Background: an optimization exercise with open tools, aiming at small area. Do not read the settings as production practice.
At most, simulation tests tie the RTL to the original design; equivalence was not proved.
Function not checked in runs 1 and 2: the RTL went through the layout flow alone.
No activity file was given, so power comes from the tool's default toggle rates.

File: flow/config.mk
export PLATFORM = sky130hd
export DESIGN_NAME = gen2_tx_core
export DESIGN_NICKNAME = gen2_tx_core
export VERILOG_FILES = /design/flow/design.v
export SDC_FILE = /design/flow/constraint.sdc
export NUM_CORES = 4
export LEC_CHECK = 0
export CAP_MARGIN = 20
export CORE_MARGIN = 2
export CORE_UTILIZATION = 40
export SLEW_MARGIN = 20
File: flow/constraint.sdc
create_clock -name core_clock -period 15.0 [get_ports {clk}]
set_input_delay 3.0000 -clock core_clock [delete_from_list [all_inputs] [get_ports {clk}]]
set_output_delay 3.0000 -clock core_clock [all_outputs]
set_load 0.01 [all_outputs]
File: flow/design.v
module gen2_tx_core (
    input  wire        clk,
    input  wire        rst,
    input  wire        op_valid,
    output wire        op_ready,
    input  wire [2:0]  op,
    input  wire [31:0] sample_rate,
    input  wire [31:0] dac_rate,
    input  wire        select_enabled,
    input  wire [7:0]  q_param,
    input  wire [15:0] mask_count,
    input  wire [31:0] cap,
    input  wire [15:0] n_in,
    input  wire [15:0] in_bits,
    input  wire [5:0]  reg_num,
    input  wire [31:0] reg_wdata,
    input  wire        mc_valid,
    output wire        mc_ready,
    input  wire [7:0]  mc_char,
    output reg         rsp_valid,
    output reg  [3:0]  status,
    output wire [31:0] written,
    output wire [15:0] consumed,
    output wire [31:0] rdata,
    output wire [31:0] rpt_nq,
    output wire [31:0] rpt_round,
    output wire [31:0] rpt_slot,
    output wire        smp_valid,
    output wire        smp_data,
    input  wire        smp_ready
);
    localparam [2:0] OP_CONSTRUCT = 3'd0, OP_STEP = 3'd1, OP_RD = 3'd2,
                     OP_WR = 3'd3, OP_REPORT = 3'd4;
    localparam [2:0] FT_NONE = 3'd0, FT_QUERY = 3'd1, FT_QADJ = 3'd2,
                     FT_SEL = 3'd3, FT_ACK = 3'd4, FT_QREP = 3'd5,
                     FT_NAK = 3'd6, FT_B01 = 3'd7;
    localparam [3:0] ST_IDLE = 4'd0, ST_MASK = 4'd1, ST_CQ = 4'd2,
                     ST_RESP = 4'd3, ST_WCLR = 4'd4, ST_WALK = 4'd5,
                     ST_NEED = 4'd6, ST_CMP = 4'd7, ST_WCOPY = 4'd8,
                     ST_UPD = 4'd9, ST_RDS = 4'd10;
    localparam [2:0] EM_FETCH = 3'd0, EM_LOAD = 3'd2,
                     EM_RUN = 3'd3, EM_XPREP = 3'd4, EM_XWAIT = 3'd5,
                     EM_XLD = 3'd6;
    localparam [3:0] V_ZERO = 4'd0, V_N = 4'd1, V_X0 = 4'd2, V_XQ = 4'd3,
                     V_FR = 4'd4, V_SR = 4'd5, V_NQ = 4'd6, V_RND = 4'd7,
                     V_SLT = 4'd8, V_SM = 4'd9, V_45 = 4'd10;
    localparam [1:0] W_NONE = 2'd0, W_CLR = 2'd1, W_COPY = 2'd2, W_CMP = 2'd3;
    localparam [19:0] D1M = 20'd1000000;
    reg  [7:0] pc;
    wire [5:0] t   = pc[5:0];
    wire       tlo = ~pc[5];
    wire       t63 = (t == 6'd63);
    wire       t31 = (pc[4:0] == 5'd31);
    always @(posedge clk)
        if (rst) pc <= 8'd0;
        else     pc <= pc + 8'd1;
    reg [3:0]  st;
    reg [2:0]  ns;
    reg        ready;
    reg [2:0]  cfgst;
    reg [3:0]  phase;
    reg [1:0]  dect, gatet;
    reg        expsel;
    reg        sel;
    reg [3:0]  qv;
    reg [7:0]  L;
    reg [17:0] q48;
    reg        cvalid;
    reg [15:0] C;
    reg [15:0] D;
    reg        isrd;
    reg        mbad;
    reg        fs, tr, post, pv, dry, xvalid;
    reg [2:0]  ft;
    reg [3:0]  psym;
    reg [2:0]  seg;
    reg [1:0]  sec;
    reg [7:0]  bi;
    reg        cb;
    reg [2:0]  ss;
    reg [2:0]  em;
    reg [8:0]  n1;
    reg [24:0] S;
    reg [15:0] crc;
    reg        nwa, nwk;
    reg [3:0]  nwv;
    reg [1:0]  wop;
    reg        cop, inc_nq, inc_rnd, inc_slt, clr_slt, clr_all;
    reg        qld;
    reg        xsub;
    reg        xact, xph, xmode, xfirst, xneg, xnn;
    reg [3:0]  xsym;
    reg [3:0]  hc;
    reg [4:0]  jc;
    reg [1:0]  xc;
    reg        xprev, qd;
    reg        cmpc;
    reg [31:0]  NQ, RND, SLT, SR, FR, W, NW;
    reg [63:0]  X;
    reg [255:0] M;
    reg         nqc, rndc, sltc, nwc;
    assign op_ready  = (st == ST_IDLE) && t31;
    assign written   = W;
    assign rdata     = W;
    assign rpt_nq    = NQ;
    assign rpt_round = RND;
    assign rpt_slot  = SLT;
    assign consumed  = cvalid ? C : 16'd0;
    wire accept = op_valid && op_ready;
    wire [7:0] dlt  = bi - pc;
    wire       algn = (dlt[3:0] == 4'd0);
    wire [3:0] mtap = dlt[7:4];
    wire       mrd  = M[{mtap, 4'b0000}];
    assign mc_ready = (st == ST_MASK) && (bi != L) && algn;
    wire mwe   = mc_ready && mc_valid;
    wire mwbit = (mc_char == 8'h31);
    reg [255:0] Mn;
    integer k;
    always @(*) begin
        Mn = {M[0], M[255:1]};
        for (k = 0; k < 16; k = k + 1)
            if (mwe && mtap == k[3:0])
                Mn[(16 * k + 255) % 256] = mwbit;
    end
    always @(posedge clk)
        M <= Mn;
    reg  [5:0] qoff;
    always @(*) begin
        if (xsub)                   qoff = 6'd45;      
        else if (nwa && nwv == V_N) qoff = 6'd2;
        else                        qoff = 6'd1;
    end
    wire [5:0] qidx = t + qoff;
    wire       qbit = (qidx < 6'd18) ? q48[qidx[4:0]] : 1'b0;
    wire       len0b = qbit & (t != 6'd63);
    wire       len1b = (t == 6'd0) ? q48[0] : qd;
    wire       nshb  = qbit & (t >= 6'd21);
    wire [15:0] nval = q48[17:2];
    wire [1:0]  fq   = q48[1:0];
    function [12:0] dval;
        input [3:0] s;
        begin
            case (s)
                4'd0:  dval = 13'd24;
                4'd1:  dval = 13'd48;
                4'd2:  dval = 13'd12;
                4'd4:  dval = 13'd200;
                4'd5:  dval = 13'd250;
                4'd6:  dval = 13'd1300;
                4'd7:  dval = 13'd4600;
                4'd8:  dval = 13'd300;
                4'd9:  dval = 13'd1500;
                4'd10: dval = 13'd2000;
                default: dval = 13'd0;
            endcase
        end
    endfunction
    wire [12:0] dv    = dval(xsym);
    wire        dmulb = dv[hc];
    wire        n1b   = (hc < 4'd9) ? n1[hc] : 1'b0;
    wire        n0b   = ~S[hc];
    wire [5:0] kdiv = t - {1'b0, jc};
    wire       dbit = (kdiv < 6'd20) ? D1M[kdiv[4:0]] : 1'b0;
    wire       dsub = ~xneg;
    wire [5:0] t20j = 6'd20 + {1'b0, jc};
    reg       xa, xo1, xo2, xcin0, xin;
    reg [1:0] xcur;
    always @(*) begin
        xa = 1'b0; xo1 = 1'b0; xo2 = 1'b0; xcin0 = 1'b0;
        if (xact && !xph) begin
            xa = (xfirst || t == 6'd0) ? 1'b0 : xprev;
            if (!xmode) xo1 = dmulb & tlo & FR[0];
            else begin
                xo1 = n1b & len1b;
                xo2 = n0b & len0b;
            end
        end else if (xact) begin
            xa = X[0];
            xo1 = dbit ^ dsub;
            xcin0 = dsub;
        end else if (xsub) begin
            xa = X[0];
            xo1 = ~nshb;
            xcin0 = 1'b1;
        end
        xcur = (t == 6'd0) ? {1'b0, xcin0} : xc;
    end
    wire [2:0] xsum = {2'b00, xa} + {2'b00, xo1} + {2'b00, xo2} + {1'b0, xcur};
    always @(*) begin
        if (xact && !xph)
            xin = xsum[0];
        else if (xact) begin
            if (t <= t20j)             xin = xsum[0];
            else if (t == t20j + 6'd1) xin = ~xnn;
            else                       xin = X[0];
        end else if (xsub)
            xin = xsum[0];
        else
            xin = X[0];
    end
    always @(posedge clk) begin
        X     <= {xin, X[63:1]};
        xc    <= xsum[2:1];
        xprev <= X[0];
        qd    <= qbit;
        if (xact && xph && t == t20j)
            xnn <= xsum[0];
    end
    wire xdone = xact && t63 &&
                 ((!xph && hc == 4'd0 && xmode) || (xph && jc == 5'd0));
    reg [7:0] small8;
    always @(*) begin
        case (D[5:0])
            6'h00:   small8 = {4'd0, phase};
            6'h01:   small8 = {6'd0, dect};
            6'h02:   small8 = {6'd0, gatet};
            6'h03:   small8 = {7'd0, expsel};
            6'h07:   small8 = {7'd0, ready};
            6'h08:   small8 = {5'd0, cfgst};
            6'h12:   small8 = {7'd0, sel};
            6'h13:   small8 = {4'd0, qv};
            6'h15:   small8 = 8'd22;
            6'h16:   small8 = 8'd9;
            default: small8 = L;
        endcase
    end
    localparam [5:0] C45 = 6'd45;
    reg vb;
    always @(*) begin
        case (nwv)
            V_N:     vb = qbit;
            V_X0:    vb = X[0];
            V_XQ:    vb = X[21];
            V_FR:    vb = FR[0];
            V_SR:    vb = SR[0];
            V_NQ:    vb = NQ[0];
            V_RND:   vb = RND[0];
            V_SLT:   vb = SLT[0];
            V_SM:    vb = (t < 6'd8) ? small8[t[2:0]] : 1'b0;
            V_45:    vb = (t < 6'd6) ? C45[t[2:0]] : 1'b0;
            default: vb = 1'b0;
        endcase
    end
    wire nwon = nwa && tlo;
    wire nw_a = nwk ? NW[0] : 1'b0;
    wire nw_b = vb;
    wire nw_s = nw_a ^ nw_b ^ nwc;
    wire nw_co = (nw_a & nw_b) | (nw_a & nwc) | (nw_b & nwc);
    always @(posedge clk) begin
        NW  <= {nwon ? nw_s : NW[0], NW[31:1]};
        nwc <= nwon ? nw_co : 1'b0;
    end
    wire wld = accept && (op == OP_STEP);
    wire w_in = (wop == W_CLR && tlo)  ? 1'b0 :
                (wop == W_COPY && tlo) ? NW[0] : W[0];
    wire cmp_ci = (t == 6'd0) ? 1'b1 : cmpc;
    wire cmp_co = (W[0] & ~NW[0]) | (W[0] & cmp_ci) | (~NW[0] & cmp_ci);
    always @(posedge clk) begin
        if (wld) W <= cap;
        else     W <= {w_in, W[31:1]};
        if (wop == W_CMP && tlo) cmpc <= cmp_co;
    end
    wire ldcfg = accept && (op == OP_CONSTRUCT);
    always @(posedge clk) begin
        if (ldcfg) begin
            SR <= sample_rate;
            FR <= dac_rate;
        end else begin
            SR <= {SR[0], SR[31:1]};
            FR <= {FR[0], FR[31:1]};
        end
    end
    wire con   = cop && tlo;
    wire nq_ci = (t == 6'd0) ? inc_nq  : nqc;
    wire rn_ci = (t == 6'd0) ? inc_rnd : rndc;
    wire sl_ci = (t == 6'd0) ? inc_slt : sltc;
    always @(posedge clk) begin
        NQ  <= {con ? (~clr_all & (NQ[0] ^ nq_ci)) : NQ[0], NQ[31:1]};
        RND <= {con ? (~clr_all & (RND[0] ^ rn_ci)) : RND[0], RND[31:1]};
        SLT <= {con ? (~clr_all & ~clr_slt & (SLT[0] ^ sl_ci)) : SLT[0], SLT[31:1]};
        nqc  <= NQ[0] & nq_ci;
        rndc <= RND[0] & rn_ci;
        sltc <= SLT[0] & sl_ci;
    end
    function [4:0] crc5f;
        input [16:0] p;
        integer i;
        reg [4:0] c;
        begin
            c = 5'b01001;
            for (i = 16; i >= 0; i = i - 1) begin
                if (c[4] ^ p[i]) c = {c[3:0], 1'b0} ^ 5'b01001;
                else             c = {c[3:0], 1'b0};
            end
            crc5f = c;
        end
    endfunction
    wire [16:0] qpre = {4'b1000, 1'b0, 2'b00, 1'b0, sel, sel, 2'b00, 1'b0, qv};
    wire [21:0] qfr  = {qpre, crc5f(qpre)};
    wire [27:0] shdr = {20'b1010_100_000_01_00100000, L};
    wire [17:0] ackf = {2'b01, D};
    localparam [8:0] QADJ_FRAME = 9'b1001_00_000;
    localparam [7:0] NAK_BITS   = 8'b1100_0000;
    reg fbit;
    always @(*) begin
        case (ft)
            FT_QUERY: fbit = qfr[5'd21 - bi[4:0]];
            FT_QADJ:  fbit = QADJ_FRAME[4'd8 - bi[3:0]];
            FT_SEL: begin
                case (sec)
                    2'd0:    fbit = shdr[5'd27 - bi[4:0]];
                    2'd1:    fbit = mrd;
                    2'd2:    fbit = 1'b0;
                    default: fbit = ~crc[15];
                endcase
            end
            FT_ACK:   fbit = ackf[5'd17 - bi[4:0]];
            FT_NAK:   fbit = NAK_BITS[3'd7 - bi[2:0]];
            FT_B01:   fbit = bi[0];
            default:  fbit = 1'b0;
        endcase
    end
    reg lastbit;
    always @(*) begin
        case (ft)
            FT_QUERY: lastbit = (bi == 8'd21);
            FT_QADJ:  lastbit = (bi == 8'd8);
            FT_SEL: begin
                case (sec)
                    2'd0:    lastbit = (bi == 8'd27);
                    2'd1:    lastbit = (bi == L - 8'd1);
                    2'd2:    lastbit = 1'b1;
                    default: lastbit = (bi == 8'd15);
                endcase
            end
            FT_ACK:   lastbit = (bi == 8'd17);
            FT_QREP:  lastbit = (bi == 8'd3);
            FT_NAK:   lastbit = (bi == 8'd7);
            default:  lastbit = (bi == 8'd1);
        endcase
    end
    reg present;
    always @(*) begin
        case (seg)
            3'd0, 3'd1, 3'd2: present = fs;
            3'd3:             present = tr;
            3'd4:             present = (ft != FT_NONE);
            3'd5:             present = post;
            default:          present = 1'b0;
        endcase
    end
    localparam [1:0] SRC_N = 2'd0, SRC_K = 2'd1, SRC_X = 2'd2;
    wire       e0  = fq[1];
    wire [2:0] h1  = (fq == 2'd3) ? 3'd2 : (fq == 2'd2) ? 3'd1 : 3'd0;
    wire [2:0] fnz = {2'b00, |fq};
    wire [2:0] e0f = {1'b0, fq} + {2'b00, e0};
    reg [2:0] sy;
    always @(*) begin
        case (seg)
            3'd0:    sy = 3'd0;               
            3'd1:    sy = 3'd1;               
            3'd2:    sy = 3'd3;               
            3'd3:    sy = 3'd4;               
            3'd4:    sy = cb ? 3'd2 : 3'd1;   
            default: sy = 3'd5;               
        endcase
    end
    reg       sval, slast;
    reg [1:0] ssrc;
    reg [2:0] skv;
    always @(*) begin
        sval = 1'b0; slast = 1'b0; ssrc = SRC_N; skv = 3'd0;
        case (sy)
            3'd0: begin slast = 1'b1; end
            3'd1: begin
                case (ss)
                    3'd0:    sval = 1'b1;
                    3'd1:    ;
                    default: begin ssrc = SRC_K; skv = {2'b00, e0}; slast = 1'b1; end
                endcase
            end
            3'd2: begin
                case (ss)
                    3'd0, 3'd1, 3'd2: sval = 1'b1;
                    3'd3:    begin sval = 1'b1; ssrc = SRC_K; skv = h1; end
                    3'd4:    ;
                    default: begin ssrc = SRC_K; skv = fnz; slast = 1'b1; end
                endcase
            end
            3'd3: begin
                case (ss)
                    3'd0, 3'd1, 3'd2, 3'd3, 3'd4: sval = 1'b1;
                    3'd5:    begin sval = 1'b1; ssrc = SRC_K; skv = e0f; end
                    default: slast = 1'b1;
                endcase
            end
            3'd4: begin
                if (ss == 3'd0) begin sval = 1'b1; ssrc = SRC_X; end
                else slast = 1'b1;
            end
            default: begin sval = pv; ssrc = SRC_X; slast = 1'b1; end
        endcase
    end
    wire semit = (st == ST_WALK) && !dry && (em == EM_RUN);
    wire snz   = (S != 25'd0);
    wire fetch_ok = !(seg == 3'd4 && ft == FT_SEL && sec == 2'd1 && !algn);
    wire adv = (st == ST_WALK) &&
               ((em == EM_FETCH && dry && seg != 3'd6 && present && fetch_ok) ||
                (em == EM_RUN && !snz && slast));
    wire cbv = (em == EM_FETCH) ? fbit : cb;
    wire        crc_b  = (sec == 2'd3) ? crc[15] : cbv;
    wire        crc_fb = crc[15] ^ crc_b;
    wire [15:0] crc_nx = {crc[14:0], 1'b0} ^ (crc_fb ? 16'h1021 : 16'h0000);
    assign smp_valid = semit && snz;
    assign smp_data  = sval;
    wire [5:0] rn = reg_num;
    wire rd_ok = (rn <= 6'h08) || (rn >= 6'h10 && rn <= 6'h17) ||
                 (rn >= 6'h20 && rn <= 6'h2E);
    wire rd_walk = (rn >= 6'h20);
    reg [3:0] rdv;
    always @(*) begin
        case (D[5:0])
            6'h04:   rdv = V_NQ;
            6'h05:   rdv = V_RND;
            6'h06:   rdv = V_SLT;
            6'h10:   rdv = V_SR;
            6'h11:   rdv = V_FR;
            default: rdv = V_SM;
        endcase
    end
    always @(posedge clk) begin
        rsp_valid <= 1'b0;
        if (t63) begin
            nwa  <= 1'b0;
            wop  <= W_NONE;
            cop  <= 1'b0;
            qld  <= 1'b0;
            xsub <= 1'b0;
        end
        if (xact && t63) begin
            if (!xph) begin
                xfirst <= 1'b0;
                if (hc == 4'd0) begin
                    if (!xmode) begin
                        xph  <= 1'b1;
                        jc   <= 5'd24;
                        xneg <= 1'b0;
                    end else
                        xact <= 1'b0;
                end else
                    hc <= hc - 4'd1;
            end else begin
                xneg <= xnn;
                if (jc == 5'd0) xact <= 1'b0;
                else            jc <= jc - 5'd1;
            end
        end
        if (qld && t < 6'd18)
            q48 <= {X[21], q48[17:1]};
        if (rst) begin
            st     <= ST_IDLE;
            ready  <= 1'b0;
            cfgst  <= 3'd0;
            xact   <= 1'b0;
            nwa    <= 1'b0;
            wop    <= W_NONE;
            cop    <= 1'b0;
            qld    <= 1'b0;
            xsub   <= 1'b0;
        end else begin
            case (st)
            ST_IDLE: if (accept) begin
                ns     <= 3'd0;
                isrd   <= 1'b0;
                cvalid <= 1'b0;
                fs <= 1'b0; tr <= 1'b0; post <= 1'b0; pv <= 1'b1;
                ft <= FT_NONE; psym <= 4'd0;
                dry <= 1'b1;
                seg <= 3'd0; sec <= 2'd0; bi <= 8'd0; em <= EM_FETCH;
                S <= {25{1'b1}};
                n1 <= 9'd0;
                crc <= 16'hFFFF;
                case (op)
                OP_CONSTRUCT: begin
                    ready <= 1'b0;
                    sel   <= select_enabled;
                    qv    <= q_param[3:0];
                    L     <= mask_count[7:0];
                    mbad  <= 1'b0;
                    if (sample_rate == 32'd0 || dac_rate == 32'd0) begin
                        cfgst <= 3'd4; status <= 4'd4; st <= ST_RESP;
                    end else if (q_param > 8'd15) begin
                        cfgst <= 3'd5; status <= 4'd5; st <= ST_RESP;
                    end else if (mask_count > 16'd255) begin
                        cfgst <= 3'd6; status <= 4'd6; st <= ST_RESP;
                    end else
                        st <= ST_MASK;
                end
                OP_STEP: begin
                    C <= n_in;
                    D <= in_bits;
                    if (!ready) begin
                        status <= 4'd9; st <= ST_WCLR;
                    end else if (phase > 4'd10) begin
                        status <= 4'd3; st <= ST_WCLR;
                    end else if (phase == 4'd4 && n_in != 16'd16) begin
                        status <= 4'd2; cvalid <= 1'b1; st <= ST_WCLR;
                    end else begin
                        st <= ST_WALK;
                        case (phase)
                        4'd0: begin post <= 1'b1; psym <= 4'd9; end
                        4'd1: begin post <= 1'b1; psym <= 4'd10; pv <= 1'b0; end
                        4'd2: begin fs <= 1'b1; ft <= FT_SEL; post <= 1'b1; psym <= 4'd8; end
                        4'd3: begin fs <= 1'b1; tr <= 1'b1; ft <= FT_QUERY; post <= 1'b1; psym <= 4'd6; end
                        4'd4: begin fs <= 1'b1; ft <= FT_ACK; end
                        4'd5: begin post <= 1'b1; psym <= 4'd7; end
                        4'd6: begin fs <= 1'b1; ft <= FT_QREP; post <= 1'b1; psym <= 4'd6; end
                        4'd7: begin fs <= 1'b1; ft <= FT_QADJ; post <= 1'b1; psym <= 4'd6; end
                        4'd8, 4'd9: begin fs <= 1'b1; ft <= FT_NAK; post <= 1'b1; psym <= 4'd5; end
                        default: ;
                        endcase
                    end
                end
                OP_RD: begin
                    isrd <= 1'b1;
                    D    <= {10'd0, reg_num};
                    if (rn == 6'h07 || rn == 6'h08) begin
                        status <= 4'd0; st <= ST_RDS;
                    end else if (!ready) begin
                        status <= 4'd9; st <= ST_WCLR;
                    end else if (!rd_ok) begin
                        status <= 4'd10; st <= ST_WCLR;
                    end else begin
                        status <= 4'd0;
                        if (rd_walk) begin
                            st <= ST_WALK;
                            case (rn)
                            6'h23: ft <= FT_B01;
                            6'h2B: begin fs <= 1'b1; tr <= 1'b1; end
                            6'h2C: fs <= 1'b1;
                            6'h2D: begin fs <= 1'b1; ft <= FT_QREP; end
                            6'h2E: begin fs <= 1'b1; ft <= FT_NAK; end
                            default: begin post <= 1'b1; psym <= rn[3:0]; end
                            endcase
                        end else
                            st <= ST_RDS;
                    end
                end
                OP_WR: begin
                    st <= ST_RESP;
                    if (!ready)
                        status <= 4'd9;
                    else if (rn == 6'h00) begin
                        phase <= reg_wdata[3:0]; status <= 4'd0;
                    end else if (rn == 6'h01) begin
                        dect <= reg_wdata[1:0]; status <= 4'd0;
                    end else if (rn == 6'h02) begin
                        gatet <= reg_wdata[1:0]; status <= 4'd0;
                    end else
                        status <= 4'd10;
                end
                default: begin    
                    st <= ST_RESP;
                    if (!ready)
                        status <= 4'd9;
                    else begin
                        phase  <= 4'd0;
                        status <= 4'd0;
                    end
                end
                endcase
            end
            ST_MASK: begin
                if (bi == L) begin
                    if (mbad) begin
                        cfgst <= 3'd6; status <= 4'd6; st <= ST_RESP;
                    end else
                        st <= ST_CQ;
                end else if (mwe) begin
                    if (mc_char != 8'h30 && mc_char != 8'h31)
                        mbad <= 1'b1;
                    bi <= bi + 8'd1;
                end
            end
            ST_CQ: if (t63) begin
                case (ns)
                3'd0: begin
                    xact <= 1'b1; xph <= 1'b0; xmode <= 1'b0; xfirst <= 1'b1;
                    hc <= 4'd12; xsym <= 4'd1;
                    ns <= 3'd1;
                end
                3'd1: if (xdone) begin
                    qld <= 1'b1;
                    cop <= 1'b1; clr_all <= 1'b1;
                    inc_nq <= 1'b0; inc_rnd <= 1'b0; inc_slt <= 1'b0; clr_slt <= 1'b0;
                    ns <= 3'd2;
                end
                default: begin
                    phase  <= 4'd0;
                    dect   <= 2'd0;
                    gatet  <= 2'd0;
                    expsel <= 1'b0;
                    cfgst  <= 3'd0;
                    ready  <= 1'b1;
                    status <= 4'd0;
                    st     <= ST_RESP;
                end
                endcase
            end
            ST_WALK: begin
                if (adv) begin
                    if (dry) begin
                        if (seg == 3'd1 || seg == 3'd2 || (seg == 3'd4 && !cbv))
                            S <= S - 25'd1;
                        if (seg == 3'd2 || (seg == 3'd4 && cbv))
                            n1 <= n1 + 9'd1;
                    end
                    if (seg == 3'd4) begin
                        crc <= crc_nx;
                        if (lastbit) begin
                            bi <= 8'd0;
                            if (ft == FT_SEL && sec == 2'd0)
                                sec <= (L == 8'd0) ? 2'd2 : 2'd1;
                            else if (ft == FT_SEL && sec != 2'd3)
                                sec <= sec + 2'd1;
                            else begin
                                seg <= 3'd5; sec <= 2'd0;
                            end
                        end else
                            bi <= bi + 8'd1;
                    end else
                        seg <= seg + 3'd1;
                    em <= EM_FETCH;
                end
                case (em)
                EM_FETCH: begin
                    if (seg == 3'd6) begin
                        if (dry) begin
                            st <= ST_NEED; ns <= 3'd0;
                        end else
                            st <= ST_UPD;
                    end else if (!present) begin
                        seg <= seg + 3'd1; sec <= 2'd0; bi <= 8'd0;
                    end else if (fetch_ok && !dry) begin
                        cb <= fbit;
                        ss <= 3'd0;
                        em <= EM_LOAD;
                    end
                end
                EM_LOAD: begin
                    case (ssrc)
                    SRC_N: begin S <= {9'd0, nval}; em <= EM_RUN; end
                    SRC_K: begin S <= {22'd0, skv}; em <= EM_RUN; end
                    default: em <= EM_XPREP;
                    endcase
                end
                EM_RUN: begin
                    if (!snz) begin
                        if (!slast) begin
                            ss <= ss + 3'd1;
                            em <= EM_LOAD;
                        end
                    end else if (smp_ready)
                        S <= S - 25'd1;
                end
                EM_XPREP: if (t63) begin
                    if (sy == 3'd4) begin
                        xsub <= 1'b1;
                        em   <= EM_XWAIT;
                    end else if (!xvalid) begin
                        xact <= 1'b1; xph <= 1'b0; xmode <= 1'b0; xfirst <= 1'b1;
                        hc <= 4'd12; xsym <= psym;
                        em <= EM_XWAIT;
                    end else
                        em <= EM_XLD;
                end
                EM_XWAIT: if (t63 && (sy == 3'd4 || xdone)) em <= EM_XLD;
                default: begin    
                    if (t <= 6'd24) S <= {X[21], S[24:1]};
                    if (t == 6'd24) em <= EM_RUN;
                end
                endcase
            end
            ST_NEED: if (t63) begin
                case (ns)
                3'd0: begin
                    nwa <= 1'b1; nwk <= 1'b0; nwv <= fs ? V_N : V_ZERO;
                    ns <= 3'd1;
                end
                3'd1: begin
                    xact <= 1'b1; xph <= 1'b0; xmode <= 1'b1; xfirst <= 1'b1;
                    hc <= 4'd12;
                    ns <= 3'd2;
                end
                3'd2: if (xdone) begin
                    nwa <= 1'b1; nwk <= 1'b1; nwv <= V_X0;
                    ns <= 3'd3;
                end
                3'd3: begin
                    if (post) begin
                        xact <= 1'b1; xph <= 1'b0; xmode <= 1'b0; xfirst <= 1'b1;
                        hc <= 4'd12; xsym <= psym;
                        ns <= 3'd4;
                    end else
                        ns <= 3'd5;
                end
                3'd4: if (xdone) begin
                    nwa <= 1'b1; nwk <= 1'b1; nwv <= V_XQ;
                    ns <= 3'd5;
                end
                3'd5: begin
                    if (tr) begin
                        xact <= 1'b1; xph <= 1'b0; xmode <= 1'b0; xfirst <= 1'b1;
                        hc <= 4'd12; xsym <= 4'd4;
                        ns <= 3'd6;
                    end else
                        ns <= 3'd7;
                end
                3'd6: if (xdone) begin
                    nwa <= 1'b1; nwk <= 1'b1; nwv <= V_XQ;
                    ns <= 3'd7;
                end
                default: begin
                    ns <= 3'd0;
                    if (isrd) begin
                        wop <= W_COPY; st <= ST_RESP;
                    end else begin
                        wop <= W_CMP; st <= ST_CMP;
                    end
                end
                endcase
            end
            ST_CMP: if (t63) begin
                if (cmpc) begin
                    wop    <= W_COPY;
                    xvalid <= post && !tr;
                    dry    <= 1'b0;
                    seg <= 3'd0; sec <= 2'd0; bi <= 8'd0; em <= EM_FETCH;
                    crc <= 16'hFFFF;
                    st     <= ST_WALK;
                end else begin
                    wop    <= W_CLR;
                    status <= 4'd1;
                    st     <= ST_RESP;
                end
            end
            ST_UPD: if (t63) begin
                cop     <= 1'b1;
                clr_all <= 1'b0;
                inc_nq  <= (phase == 4'd3) || (phase == 4'd6) || (phase == 4'd7);
                inc_rnd <= (phase == 4'd3);
                inc_slt <= (phase == 4'd6) || (phase == 4'd7);
                clr_slt <= (phase == 4'd3);
                case (phase)
                4'd0: begin
                    if (sel) begin
                        expsel <= 1'b1;
                        phase  <= 4'd2;
                    end else
                        phase <= 4'd3;
                end
                4'd1: phase <= 4'd0;
                4'd2: phase <= 4'd3;
                4'd3: begin
                    dect <= 2'd1; gatet <= 2'd1; phase <= 4'd10;
                end
                4'd4: begin
                    dect <= 2'd2; gatet <= 2'd2; phase <= 4'd5;
                end
                4'd5, 4'd6, 4'd7: phase <= 4'd10;
                4'd8: phase <= 4'd3;
                4'd9: phase <= 4'd6;
                default: ;
                endcase
                status <= 4'd0;
                cvalid <= 1'b1;
                st     <= ST_RESP;
            end
            ST_RDS: if (t63) begin
                case (ns)
                3'd0: begin
                    nwa <= 1'b1; nwk <= 1'b0; nwv <= rdv;
                    ns <= 3'd1;
                end
                3'd1: begin
                    if (D[5:0] == 6'h17) begin
                        nwa <= 1'b1; nwk <= 1'b1; nwv <= V_45;
                        ns <= 3'd2;
                    end else begin
                        wop <= W_COPY; st <= ST_RESP;
                    end
                end
                default: begin
                    wop <= W_COPY; st <= ST_RESP;
                end
                endcase
            end
            ST_WCLR: if (t63) begin
                wop <= W_CLR;
                st  <= ST_RESP;
            end
            ST_WCOPY: if (t63) begin
                wop <= W_COPY;
                st  <= ST_RESP;
            end
            default: begin    
                if (t31) begin
                    rsp_valid <= 1'b1;
                    st        <= ST_IDLE;
                end
            end
            endcase
        end
    end
endmodule
File: flow/flow/run.sh
#!/bin/bash
set -euo pipefail
export BUFFER_PORTS_ARGS="-buffer_cell sky130_fd_sc_hd__buf_1"
export CTS_ARGS="-sink_clustering_enable -repair_clock_nets -dont_use_dummy_load -buf_list sky130_fd_sc_hd__clkbuf_8"
bash standard.sh > standard_flow.log 2>&1
File: flow/standard.sh
#!/bin/bash
# synth_recipe.tcl (not shown) runs the flow's synth.tcl, then flattens the netlist and writes it again
# the make line also repeats each setting of config.mk as NAME=value (left out here)
make -C /OpenROAD-flow-scripts/flow DESIGN_CONFIG=/design/flow/config.mk WORK_HOME=/design/flow/orfs CLKGATE_MAP_FILE= SYNTH_SCRIPT=/design/flow/synth_recipe.tcl "${@:-finish}"
==> results of run 1 <==
==> flip-flops by register name (all words and copies together) (netlist names), 9 cells and up, named ones only <==
name,flops
M,256
NW,32
dv,10
C,16
crc,16
RND,32
NQ,32
D,16
SR,32
SLT,32
S,25
FR,32
q48,18
X,64
W,32
n1,9
==> routing by layer <==
layer / track usage / wire length (um) / vias to the layer above
met5: 0 / 0 / -
met4: 0.0717 / 2130 / 0
met3: 0.0394 / 4700 / 128
li1: - / - / 10578
met2: 0.285 / 33900 / 687
met1: 0.255 / 33700 / 10365
==> worst max-delay path, delay by kind of cell, from the launching register on <==
family | cells | cell delay, ns
flip-flops | 1 | 0.61
adder cells (fa/ha/maj) | 1 | 0.51
AND/OR/NAND/NOR | 3 | 0.58
buffers and inverters | 2 | 0.52
AO/OA/AOI/OAI | 6 | 1.30
==> path summary, 6_finish.rpt <==
check,end,slack (ns),cells after the start
min,M[43],0.28,0
min reg2reg,M[43],0.28,0
max reg2reg,S[7],8.93,12
max,smp_data,7.80,12
==> metrics by stage <==
stage / hold slack [ns] / worst slack [ns] / utilization / power (mW)
3_5_place_dp: 0.312 / 8.60 / 0.429 / 2.98
2_1_floorplan: 0.310 / 9.60 / - / 2.79
4_1_cts: 0.280 / 7.81 / 0.451 / 4.40
3_3_place_gp: 0.310 / 8.64 / 0.429 / 2.98
5_1_grt: 0.286 / 7.54 / 0.452 / 4.57
6_report: 0.281 / 7.80 / 0.452 / 4.35
==> power by group through the flow <==
stage	logic (mW)	registers, mW	clock network (mW)
2_1_floorplan	0.496	2.30	0
3_3_place_gp	0.619	2.36	0
3_5_place_dp	0.620	2.36	0
4_1_cts	0.624	2.32	1.46
5_1_grt	0.698	2.33	1.54
6_report	0.632	2.32	1.40
==> synth_stat cells, drive strengths merged (28+ instances only) <==
cell type	count
a21oi	136
a31oi	28
and2	34
buf	54
clkbuf	125
dfxtp	592
edfxtp	187
ha	74
inv	82
mux2	131
nand2	214
nand3	56
nor2	217
nor2b	47
nor3	62
nor4	49
o21ai	132
or3	36
xnor2	70
xor2	29
==> cell families after synthesis <==
kind of cell / synth area share
AO/OA/AOI/OAI: 0.117
XOR/XNOR: 0.0285
adder cells (fa/ha/maj): 0.0337
buffers and inverters: 0.0376
flip-flops: 0.574
multiplexers: 0.0720
AND/OR/NAND/NOR: 0.138
==> final cells by class <==
type | count | area, um2
multi-input cells | 1740 | 11800
flip-flops and latches | 779 | 17500
diodes | 2 | 5.00
inverters | 86 | 323
repair buffers | 392 | 1600
clock buffers | 120 | 1650
fillers | 7183 | 41400
well taps | 978 | 1220
==> flow_summary_export.csv, run 1 <==
group,metric,value,unit
run_status,status,"finished clean",
route,drt-pass1-iter-count,5,
setup_path,cp_slowest_cell,"edfxtp_1",
cells_and_area,area_growth,12.1,%
grt,grtUsageTotal,0.185,
route,drc,0,
clock_tree,clock_insertion_delay_worst_skew,0.73,ns
placement,postPlaceCellArea,32400,um2
setup_path,worstSetupPathType,"flop to primary output",
yosys,syn_inst,2784,
clock_tree,cts_buffer_depth,3,
pwr,pwr-share-seq,0.533,
floorplanning,row_count,101,
route,antenna_left,0,
setup_path,end_kind,"primary output",
grt,overflow,0,
route,drtIter0Drc,1587,
yosys,synth_seq_area_share,0.574,
cells_and_area,final_common_cell,"dfxtp_1",
pwr,leakagePower,12.5,nW
yosys,netlist_top_cells_area,"dfxtp_1, edfxtp_1, mux2_2",
timing,maxSlewViolCount,0,
clock_tree,cts_tree,"done",
floorplanning,fp.dieW,280,um
pwr,p_per_area,127,nW/um2
timing,maxSlewHeadroom,0.346,
pwr,p_comb_frac,0.145,
cells_and_area,final_cell_area,34100,um2
pwr,switchingPower,1.18,mW
setup_path,cp-start-kind,"flop",
floorplanning,ios,392,
cells_and_area,fin_cells,4097,
clock_tree,root_buffer,"clkbuf_8",
timing,fin_crit_sh,0.480,
clock_tree,clk_pin_slew_worst_paths,0.06,ns
yosys,ys_async_sr_fraction,0,
clock_tree,cts-resized-gates,0,
setup_path,worstPathRequired,12.00,ns
min_path,min_from,"M[44]",
timing,min_period,7.20,ns
yosys,synth_fp_nets,3070,
yosys,avgSynthCellArea,10.9,um2
grt,grt_pass1_wl,114,mm
timing,tightest_slew,0.972,ns
timing,setup_viol,0,
cells_and_area,mostFrequentLayoutCells,"dfxtp_1, buf_1, nor2_1, nand2_1, edfxtp_1",
setup_path,r2r-start,"pc[5]",
setup_path,cp_cell_sequence,"inv_1 -> ha_1 -> and4b_1 -> nor2_1 -> a21oi_1 -> a221oi_1 -> nand2_1 -> o211ai_1 -> o31ai_1 -> a22oi_1 -> o21ai_0 -> buf_1",
timing,tns,0,ns
clock_tree,cts_hold_repair.buffers,0,
cells_and_area,drive_above_1_share,0.108,
route,wl_per_cell,18.2,um
run,cap_viol_max_count,0,
yosys,synth-edff-count,187,
setup_path,cpPeakStageDelay,0.61,ns
yosys,synth_warnings,1,
setup_path,cp-startpoint,"seg[2]",
pwr,peakVddDrop,0.0789,mV
placement,port_buffers,363,
clock_tree,cts_buffers,120,
yosys,synth-seq-cells,779,
yosys,synth_cell_types,88,
floorplanning,dieArea,78300,um2
route,routed_wl,74.5,mm
timing,finClkSkew,0.0805,ns
clock_tree,htreeDepth,3,
floorplanning,die_y,280,um
cells_and_area,fin_nets,3405,
timing,hold_viol_final,0,
grt,grt_max_degree,66,
setup_path,cp.arrival,4.20,ns
placement,dp_cells,3974,
floorplanning,initial_core_util,0.403,
placement,dp_hpwl,52.7,mm
timing,fmax,139,MHz
yosys,synth-main-ff-cell,"dfxtp_1",
clock_tree,cts_num_sinks,779,
pwr,swShare,0.271,
pwr,p_int,3.17,mW
yosys,synth_top_cell_by_area,"dfxtp_1",
yosys,yosysTopAreaCellShare,0.390,
grt,grt_pass1_vias,20286,
route,vias,21758,
pwr,clkPwrFrac,0.322,
grt,antenna_found_initial,3,
timing,rsz0062_at_grt,"false",
route,viasPerCell,5.31,
floorplanning,core,75600,um2
clock_tree,post-cts-setup-buffers,0,
yosys,synth_area,30400,um2
min_path,holdCritPathClass,"flop to flop",
setup_path,critical_path.max_fanout,17,
placement,gp_congestion,0.896,
==> inputs of run 2 (changes only) <==
==> flow/flow/run.sh (replaced) <==
#!/bin/bash
set -euo pipefail
export BUFFER_PORTS_ARGS="-buffer_cell sky130_fd_sc_hd__buf_1"
export CTS_ARGS="-sink_clustering_enable -repair_clock_nets -dont_use_dummy_load -buf_list sky130_fd_sc_hd__clkbuf_4"
bash standard.sh > standard_flow.log 2>&1
==> run 2 against run 1 <==
Against the previous run:
- still clean on timing, DRC and antenna
- synthesized cell count unchanged
- clock skew rose by 0.022 ns
- utilization shrank 0.25 points
- area after synthesis did not move
- register-to-register slack gained 0.03 ns
- die area is the same
- flip-flop and latch count did not move
- power shrank 2.6%
- sequential power hardly changed
- via count rose by 2.0%
- critical path depth unchanged
- critical path type unchanged
- critical endpoint unchanged
- largest cell class unchanged
==> flow_summary_export.csv, run 2 <==
group,metric,value,unit
clock_tree,cts_num_sinks,779,
setup_path,cp_cell_sequence,"inv_1 -> ha_1 -> and4b_1 -> nor2_1 -> a21oi_1 -> a221oi_1 -> nand2_1 -> o211ai_1 -> o31ai_1 -> a22oi_1 -> o21ai_0 -> buf_1",
timing,hold_viol_final,0,
route,vias,22183,
timing,holdWs,0.272,ns
route,drt-pass1-iter-count,6,
cells_and_area,area_growth,11.5,%
yosys,ys_top_cells_by_count,"dfxtp_1, nor2_1, nand2_1",
setup_path,cpPeakStageDelay,0.61,ns
yosys,synth_seq_area_share,0.574,
cells_and_area,final_common_cell,"dfxtp_1",
yosys,synth-seq-cells,779,
setup_path,crit_family,"compound AO/OA/AOI/OAI gates",
timing,rsz0062_at_grt,"false",
setup_path,critPathBufInv,2,
route,antenna_left,0,
yosys,synth_top_cell_by_area,"dfxtp_1",
setup_path,worstSetupPathType,"flop to primary output",
setup_path,r2r_cells,12,
run,cap_viol_max_count,0,
yosys,yosys.cell_count.top_type,"dfxtp_1",
pwr,p_comb_frac,0.149,
clock_tree,clk_pin_slew_worst_paths,0.06,ns
setup_path,critical_path.max_fanout,17,
yosys,synth-main-ff-cell,"dfxtp_1",
yosys,netlist_top_cells_area,"dfxtp_1, edfxtp_1, mux2_2",
timing,fin_crit_sh,0.494,
grt,grt_pass1_vias,20974,
setup_path,r2r_slack,8.96,ns
setup_path,worstPathRequired,12.00,ns
setup_path,r2r-start,"pc[5]",
floorplanning,dieArea,78300,um2
min_path,min_path_cells,0,
route,viasPerCell,5.32,
yosys,synth_fp_nets,3070,
min_path,holdCritPathClass,"flop to flop",
clock_tree,cts_buffer_depth,3,
route,drtIter0Drc,1573,
pwr,pwr-share-seq,0.547,
cells_and_area,mostFrequentLayoutCells,"dfxtp_1, buf_1, nor2_1, nand2_1, clkbuf_4",
clock_tree,post-cts-setup-buffers,0,
setup_path,r2r-end,"S[7]",
clock_tree,cts_tree,"done",
clock_tree,root_buffer,"clkbuf_4",
cells_and_area,regArea,17500,um2
floorplanning,ios,392,
run_status,status,"finished clean",
pwr,swShare,0.278,
clock_tree,clock_insertion_delay_worst_skew,1.01,ns
grt,overflow,0,
clock_tree,cts_buffers,195,
route,routed_wl,74.8,mm
placement,gp_congestion,0.896,
grt,grt_max_degree,66,
yosys,synth_warnings,1,
setup_path,cp-start-kind,"flop",
yosys,synth-edff-count,187,
floorplanning,die_y,280,um
timing,min_period,7.41,ns
pwr,leakagePower,12.5,nW
min_path,min_from,"M[44]",
cells_and_area,top_register,"M",
timing,fmax,135,MHz
yosys,synth_area,30400,um2
grt,grt_pass1_wl,115,mm
pwr,clkPwrFrac,0.304,
pwr,p_int,3.06,mW
timing,tightest_slew,0.990,ns
yosys,avgSynthCellArea,10.9,um2
timing,tns,0,ns
setup_path,end_kind,"primary output",
cells_and_area,fin_nets,3480,
setup_path,cp.arrival,4.41,ns
pwr,p_per_area,125,nW/um2
floorplanning,row_count,101,
timing,maxSlewViolCount,0,
placement,dp_hpwl,52.7,mm
clock_tree,cts_hold_repair.buffers,0,
cells_and_area,largest_reg_flops,256,
floorplanning,fp.dieW,280,um
yosys,yosysTopAreaCellShare,0.390,
yosys,syn_inst,2784,
clock_tree,cts-resized-gates,0,
cells_and_area,biggestRegsByFlops,"M x256, X x64",
cells_and_area,num-fill-cells,7241,
pwr,switchingPower,1.18,mW
pwr,peakVddDrop,0.0649,mV
setup_path,cp_slowest_cell,"edfxtp_1",
route,wl_per_cell,17.9,um
min_path,hold_end,"M[43]",
route,drc,0,
floorplanning,initial_core_util,0.403,
cells_and_area,drive_above_1_share,0.129,
clock_tree,htreeDepth,4,
grt,grtUsageTotal,0.188,
timing,finClkSkew,0.103,ns
grt,antenna_found_initial,3,
placement,port_buffers,363,
yosys,synth_cell_types,88,
cells_and_area,post-route-util,0.449,
timing,setup_viol,0,
timing,maxSlewHeadroom,0.340,
yosys,ys_async_sr_fraction,0,
floorplanning,core,75600,um2
cells_and_area,multi_input_area,11800,um2
run 2: kinds of logic after synthesis:
kind of cell / after synthesis / share of synthesized area
compound gates: 542 / 0.117
xor+xnor: 99 / 0.0285
fa+ha+maj: 79 / 0.0337
buf+inv: 265 / 0.0376
flops: 779 / 0.574
mux: 175 / 0.0720
simple gates: 845 / 0.138
run 2: stage by stage:
step,total power [mW],instances,setup WS (ns),instance area (um2)
detailed placement,2.98,3974,8.60,32400
floorplan,2.79,2784,9.60,30400
CTS,4.30,4169,7.48,33900
global route,4.48,4172,7.19,33900
finish,4.24,4172,7.59,33900
global placement,2.98,3974,8.64,32400
run 2: per-layer routing:
layer  track usage  wire [um]  vias up
li1              -          -    10799
met1         0.251      33300    10508
met2         0.289      34600      758
met3        0.0504       5080      118
met4        0.0750       1790        0
met5             0          0        -
run 2: power groups by stage:
stage | Sequential [mW] | Clock [mW] | Combinational [mW]
finish | 2.32 | 1.29 | 0.632
floorplan | 2.30 | 0 | 0.496
global placement | 2.36 | 0 | 0.619
global route | 2.33 | 1.45 | 0.698
CTS | 2.32 | 1.36 | 0.624
detailed placement | 2.36 | 0 | 0.620
run 2: final cells by class:
class                   instances  area share
repair buffers                392      0.0472
inverters                      86     0.00951
well taps                     978      0.0361
multi-input cells            1740       0.349
diodes                          2    0.000147
clock buffers                 195      0.0431
flip-flops and latches        779       0.515
run 2: worst max-delay path by stage:
stage,from,end,slack (ns),depth (start not counted)
floorplan,seg[2],smp_data,9.60,13
global placement,seg[2],smp_data,8.64,12
detailed placement,seg[2],smp_data,8.60,12
CTS,seg[2],smp_data,7.48,12
global route,seg[2],smp_data,7.19,12
finish,seg[2],smp_data,7.59,12
run 2: worst reg2reg max path, stage by stage (launching register included):
cell      delay (ns)
dfxtp_1         0.78
inv_1           0.40
ha_1            0.50
nand3_1         0.10
o221ai_1        0.55
mux2_2          0.40
o21ai_0         0.22
o221ai_1        0.33
a211oi_2        0.78
or2_1           0.78
o21ai_0         0.54
a311o_1         0.48
o211ai_1        0.08
==> inputs of run 3 (changes only) <==
--- a/flow/design.v
+++ b/flow/design.v
@@ -38,7 +38,7 @@
                      ST_RESP = 4'd3, ST_WCLR = 4'd4, ST_WALK = 4'd5,
                      ST_NEED = 4'd6, ST_CMP = 4'd7, ST_WCOPY = 4'd8,
                      ST_UPD = 4'd9, ST_RDS = 4'd10;
-    localparam [2:0] EM_FETCH = 3'd0, EM_LOAD = 3'd2,
+    localparam [2:0] EM_FETCH = 3'd0, EM_ADV = 3'd1, EM_LOAD = 3'd2,
                      EM_RUN = 3'd3, EM_XPREP = 3'd4, EM_XWAIT = 3'd5,
                      EM_XLD = 3'd6;
     localparam [3:0] V_ZERO = 4'd0, V_N = 4'd1, V_X0 = 4'd2, V_XQ = 4'd3,
@@ -114,16 +114,15 @@
     assign mc_ready = (st == ST_MASK) && (bi != L) && algn;
     wire mwe   = mc_ready && mc_valid;
     wire mwbit = (mc_char == 8'h31);
-    reg [255:0] Mn;
     integer k;
-    always @(*) begin
-        Mn = {M[0], M[255:1]};
-        for (k = 0; k < 16; k = k + 1)
-            if (mwe && mtap == k[3:0])
-                Mn[(16 * k + 255) % 256] = mwbit;
+    always @(posedge clk) begin
+        for (k = 0; k < 256; k = k + 1) begin
+            if ((k % 16) == 15 && mwe && mtap == (((k + 1) / 16) % 16))
+                M[k] <= mwbit;
+            else
+                M[k] <= M[(k + 1) % 256];
+        end
     end
-    always @(posedge clk)
-        M <= Mn;
     reg  [5:0] qoff;
     always @(*) begin
         if (xsub)                   qoff = 6'd45;      
@@ -339,6 +338,9 @@
             default:  lastbit = (bi == 8'd1);
         endcase
     end
+    wire        crc_b  = (sec == 2'd3) ? crc[15] : cb;
+    wire        crc_fb = crc[15] ^ crc_b;
+    wire [15:0] crc_nx = {crc[14:0], 1'b0} ^ (crc_fb ? 16'h1021 : 16'h0000);
     reg present;
     always @(*) begin
         case (seg)
@@ -403,14 +405,6 @@
     end
     wire semit = (st == ST_WALK) && !dry && (em == EM_RUN);
     wire snz   = (S != 25'd0);
-    wire fetch_ok = !(seg == 3'd4 && ft == FT_SEL && sec == 2'd1 && !algn);
-    wire adv = (st == ST_WALK) &&
-               ((em == EM_FETCH && dry && seg != 3'd6 && present && fetch_ok) ||
-                (em == EM_RUN && !snz && slast));
-    wire cbv = (em == EM_FETCH) ? fbit : cb;
-    wire        crc_b  = (sec == 2'd3) ? crc[15] : cbv;
-    wire        crc_fb = crc[15] ^ crc_b;
-    wire [15:0] crc_nx = {crc[14:0], 1'b0} ^ (crc_fb ? 16'h1021 : 16'h0000);
     assign smp_valid = semit && snz;
     assign smp_data  = sval;
     wire [5:0] rn = reg_num;
@@ -608,11 +602,26 @@
                 endcase
             end
             ST_WALK: begin
-                if (adv) begin
+                case (em)
+                EM_FETCH: begin
+                    if (seg == 3'd6) begin
+                        if (dry) begin
+                            st <= ST_NEED; ns <= 3'd0;
+                        end else
+                            st <= ST_UPD;
+                    end else if (!present) begin
+                        seg <= seg + 3'd1; sec <= 2'd0; bi <= 8'd0;
+                    end else if (!(seg == 3'd4 && ft == FT_SEL && sec == 2'd1 && !algn)) begin
+                        cb <= fbit;
+                        ss <= 3'd0;
+                        em <= dry ? EM_ADV : EM_LOAD;
+                    end
+                end
+                EM_ADV: begin
                     if (dry) begin
-                        if (seg == 3'd1 || seg == 3'd2 || (seg == 3'd4 && !cbv))
+                        if (seg == 3'd1 || seg == 3'd2 || (seg == 3'd4 && !cb))
                             S <= S - 25'd1;
-                        if (seg == 3'd2 || (seg == 3'd4 && cbv))
+                        if (seg == 3'd2 || (seg == 3'd4 && cb))
                             n1 <= n1 + 9'd1;
                     end
                     if (seg == 3'd4) begin
@@ -628,24 +637,10 @@
                             end
                         end else
                             bi <= bi + 8'd1;
-                    end else
+                    end else begin
                         seg <= seg + 3'd1;
-                    em <= EM_FETCH;
-                end
-                case (em)
-                EM_FETCH: begin
-                    if (seg == 3'd6) begin
-                        if (dry) begin
-                            st <= ST_NEED; ns <= 3'd0;
-                        end else
-                            st <= ST_UPD;
-                    end else if (!present) begin
-                        seg <= seg + 3'd1; sec <= 2'd0; bi <= 8'd0;
-                    end else if (fetch_ok && !dry) begin
-                        cb <= fbit;
-                        ss <= 3'd0;
-                        em <= EM_LOAD;
                     end
+                    em <= EM_FETCH;
                 end
                 EM_LOAD: begin
                     case (ssrc)
@@ -656,7 +651,8 @@
                 end
                 EM_RUN: begin
                     if (!snz) begin
-                        if (!slast) begin
+                        if (slast) em <= EM_ADV;
+                        else begin
                             ss <= ss + 3'd1;
                             em <= EM_LOAD;
                         end
==> flow/run.sh (new file) <==
#!/bin/bash
# synth_recipe.tcl (not shown) runs the flow's synth.tcl, then flattens the netlist and writes it again
# the make line also repeats each setting of config.mk as NAME=value (left out here)
make -C /OpenROAD-flow-scripts/flow DESIGN_CONFIG=/design/flow/config.mk WORK_HOME=/design/flow/orfs CLKGATE_MAP_FILE= SYNTH_SCRIPT=/design/flow/synth_recipe.tcl finish
removed: flow/flow/run.sh
removed: flow/standard.sh
==> run 3 against run 2 <==
Against the previous run:
- still clean on timing, DRC and antenna
- clock power grew 67%
- maximum frequency grew 10%
- sequential power shrank 3%
- critical endpoint is now smp_valid
- largest cell class unchanged
==> flow_summary_export.csv, run 3 <==
group,metric,value,unit
cells_and_area,area_growth,24.9,%
clock_tree,clk_pin_slew_worst_paths,0.06,ns
placement,gp_congestion,0.895,
route,drtIter0Drc,2066,
floorplanning,die_y,275,um
setup_path,cp-start-kind,"flop",
placement,dp_hpwl,54.1,mm
setup_path,end_kind,"primary output",
setup_path,worstPathRequired,12.00,ns
timing,rsz0062_at_grt,"false",
clock_tree,post-cts-setup-buffers,0,
grt,overflow,0,
run,cap_viol_max_count,0,
floorplanning,row_count,99,
pwr,clkPwrFrac,0.439,
pwr,p_comb_frac,0.102,
grt,grt_max_degree,68,
pwr,fin_total_pwr,4.92,mW
placement,postPlaceCellArea,33800,um2
cells_and_area,largest_reg_flops,256,
timing,fin_crit_sh,0.448,
route,antenna_left,0,
grt,grt_pass1_wl,115,mm
clock_tree,clock_insertion_delay_worst_skew,0.65,ns
clock_tree,cts_buffers,83,
route,wl_per_cell,19.3,um
cells_and_area,biggestRegsByFlops,"M x256, X x64",
floorplanning,core,73000,um2
floorplanning,initial_core_util,0.404,
yosys,synth-edff-count,187,
cells_and_area,mostFrequentLayoutCells,"dfxtp_1, clkdlybuf4s50_1, edfxtp_1, nor2_1, nand2_1",
timing,finClkSkew,0.0528,ns
cells_and_area,drive_above_1_share,0.128,
grt,grtUsageTotal,0.192,
clock_tree,htreeDepth,3,
cells_and_area,top_register,"M",
timing,tns,0,ns
timing,maxSlewViolCount,0,
yosys,synth_top_cell_by_area,"dfxtp_1",
cells_and_area,final_common_cell,"dfxtp_1",
timing,maxSlewHeadroom,0.315,
floorplanning,ios,392,
route,viasPerCell,5.31,
yosys,synth_fp_nets,2826,
floorplanning,fp.dieW,275,um
timing,setup_viol,0,
setup_path,cp.arrival,3.72,ns
yosys,netlist_top_cells_area,"dfxtp_1, edfxtp_1, mux2_2",
pwr,swShare,0.247,
route,drc,0,
setup_path,worstSetupPathType,"flop to primary output",
clock_tree,cts_hold_repair.buffers,0,
timing,holdWs,0.316,ns
yosys,syn_inst,2543,
pwr,switchingPower,1.22,mW
timing,hold_viol_final,0,
route,drt-pass1-iter-count,7,
cells_and_area,antenna_cells,0,
yosys,synth-main-ff-cell,"dfxtp_1",
yosys,yosys.cell_count.top_type,"dfxtp_1",
yosys,avgSynthCellArea,11.6,um2
yosys,synth_cell_types,92,
grt,grt_pass1_vias,20026,
timing,final.setup.worst_slack,8.28,ns
cells_and_area,fin_nets,3149,
yosys,synth_seq_area_share,0.593,
clock_tree,root_buffer,"clkbuf_16",
clock_tree,cts_tree,"done",
timing,fmax,149,MHz
pwr,leakagePower,13.4,nW
route,routed_wl,75.0,mm
pwr,peakVddDrop,0.102,mV
cells_and_area,final_cell_area,36800,um2
setup_path,critical_path.max_fanout,7,
clock_tree,cts_num_sinks,779,
pwr,p_int,3.71,mW
grt,antenna_found_initial,0,
yosys,synth-seq-cells,779,
clock_tree,cts-resized-gates,0,
yosys,synth_warnings,1,
clock_tree,cts_buffer_depth,3,
placement,dp_worst_setup_slack,8.43,ns
pwr,p_per_area,134,nW/um2
floorplanning,dieArea,75900,um2
pwr,pwr-share-seq,0.458,
yosys,ys_async_sr_fraction,0,
yosys,yosysTopAreaCellShare,0.402,
yosys,ys_top_cells_by_count,"dfxtp_1, edfxtp_1, nor2_1",
timing,min_period,6.72,ns
min_path,holdCritPathClass,"flop to flop",
route,vias,20680,
run_status,status,"finished clean",
placement,port_buffers,363,
yosys,synth_area,29500,um2
timing,tightest_slew,1.03,ns
[run 3: layout make-up]
cell class,instances,area [um2]
Inverter,76,285
Sequential cell,779,17500
Clock buffer,113,2370
Clock inverter,41,607
Multi-Input combinational cell,1534,11000
Fill cell,6362,36200
Timing Repair Buffer,392,3870
Tap cell,959,1200
[run 3: routing by layer]
| layer | global-route usage | share of wire | wire (um) | vias up |
|---|---|---|---|---|
| met4 | 0.0597 | 0.022 | 1660 | 0 |
| met5 | 0 | 0 | 0 | - |
| met3 | 0.0298 | 0.059 | 4460 | 122 |
| met2 | 0.315 | 0.48 | 36000 | 675 |
| met1 | 0.262 | 0.44 | 32900 | 10098 |
| li1 | - | - | - | 9785 |
[run 3: cells by family (layout without fill, tap and decap cells)]
group / after synthesis / in the layout / synth area share
muxes: 188 / 188 / 0.0791
xor gates and xnor gates: 106 / 106 / 0.0315
and+or+nand+nor: 702 / 702 / 0.124
adders and majority gates: 76 / 76 / 0.0338
AOI/OAI and AO/OA: 462 / 462 / 0.103
buffers and inverters: 230 / 622 / 0.0361
DFF: 779 / 779 / 0.593
[run 3: critical path, stage by stage, from the launching register on]
cell,delay [ns]
edfxtp_1,0.45
or4_4,0.58
or4_4,0.45
or4_4,0.51
nor3_4,0.28
or2_4,0.20
nor3_1,0.11
clkdlybuf4s50_1,0.52
[run 3: path summary, 6_finish.rpt]
check                           startpoint   endpoint  slack, ns  depth (start not counted)
worst min register to register       M[84]      M[83]       0.32                          0
worst max register to register      nwv[1]      X[63]       9.63                         14
worst min-delay path                 M[84]      M[83]       0.32                          0
worst max-delay path                  S[5]  smp_valid       8.28                          7
[run 3: stage by stage]
stage,cells,util
5_1_grt,3894,0.504
3_5_place_dp,3739,0.463
6_report,3894,0.504
3_3_place_gp,3739,0.463
4_1_cts,3893,0.504
2_1_floorplan,2543,-
[run 3: power groups by stage]
stage	clock, mW	combinational, mW	sequential, mW
2_1_floorplan	0	0.335	2.27
3_3_place_gp	0	0.486	2.30
3_5_place_dp	0	0.493	2.30
4_1_cts	2.22	0.496	2.26
5_1_grt	2.30	0.546	2.26
6_report	2.16	0.504	2.26

-- what the ideal ports hide --
No port has a modelled driver above. Below, the same layouts with a new extraction and two added sets of constraints. Step 1 assumes that a clkbuf_16 drives the clock port and a buf_2 every other input. Step 2 times the ports against the registers' clock, not the clock port: input delays grow and output delays shrink by t, the midpoint of the rising clock arrivals with the driver on. Three values: no drivers, after step 1, after step 2; two values: the first two.
run	t (ns)	setup WS [ns]	worst setup path after step 2	worst data-port slew with drivers (ns)
run 1	0.744	7.801 / 7.742 / 8.487	register to output	0.09
run 2	1.016	7.595 / 7.537 / 8.553	register to output	0.08
run 3	0.685	8.278 / 8.213 / 8.367	input to register	0.06
After both steps every run listed still meets setup and hold.
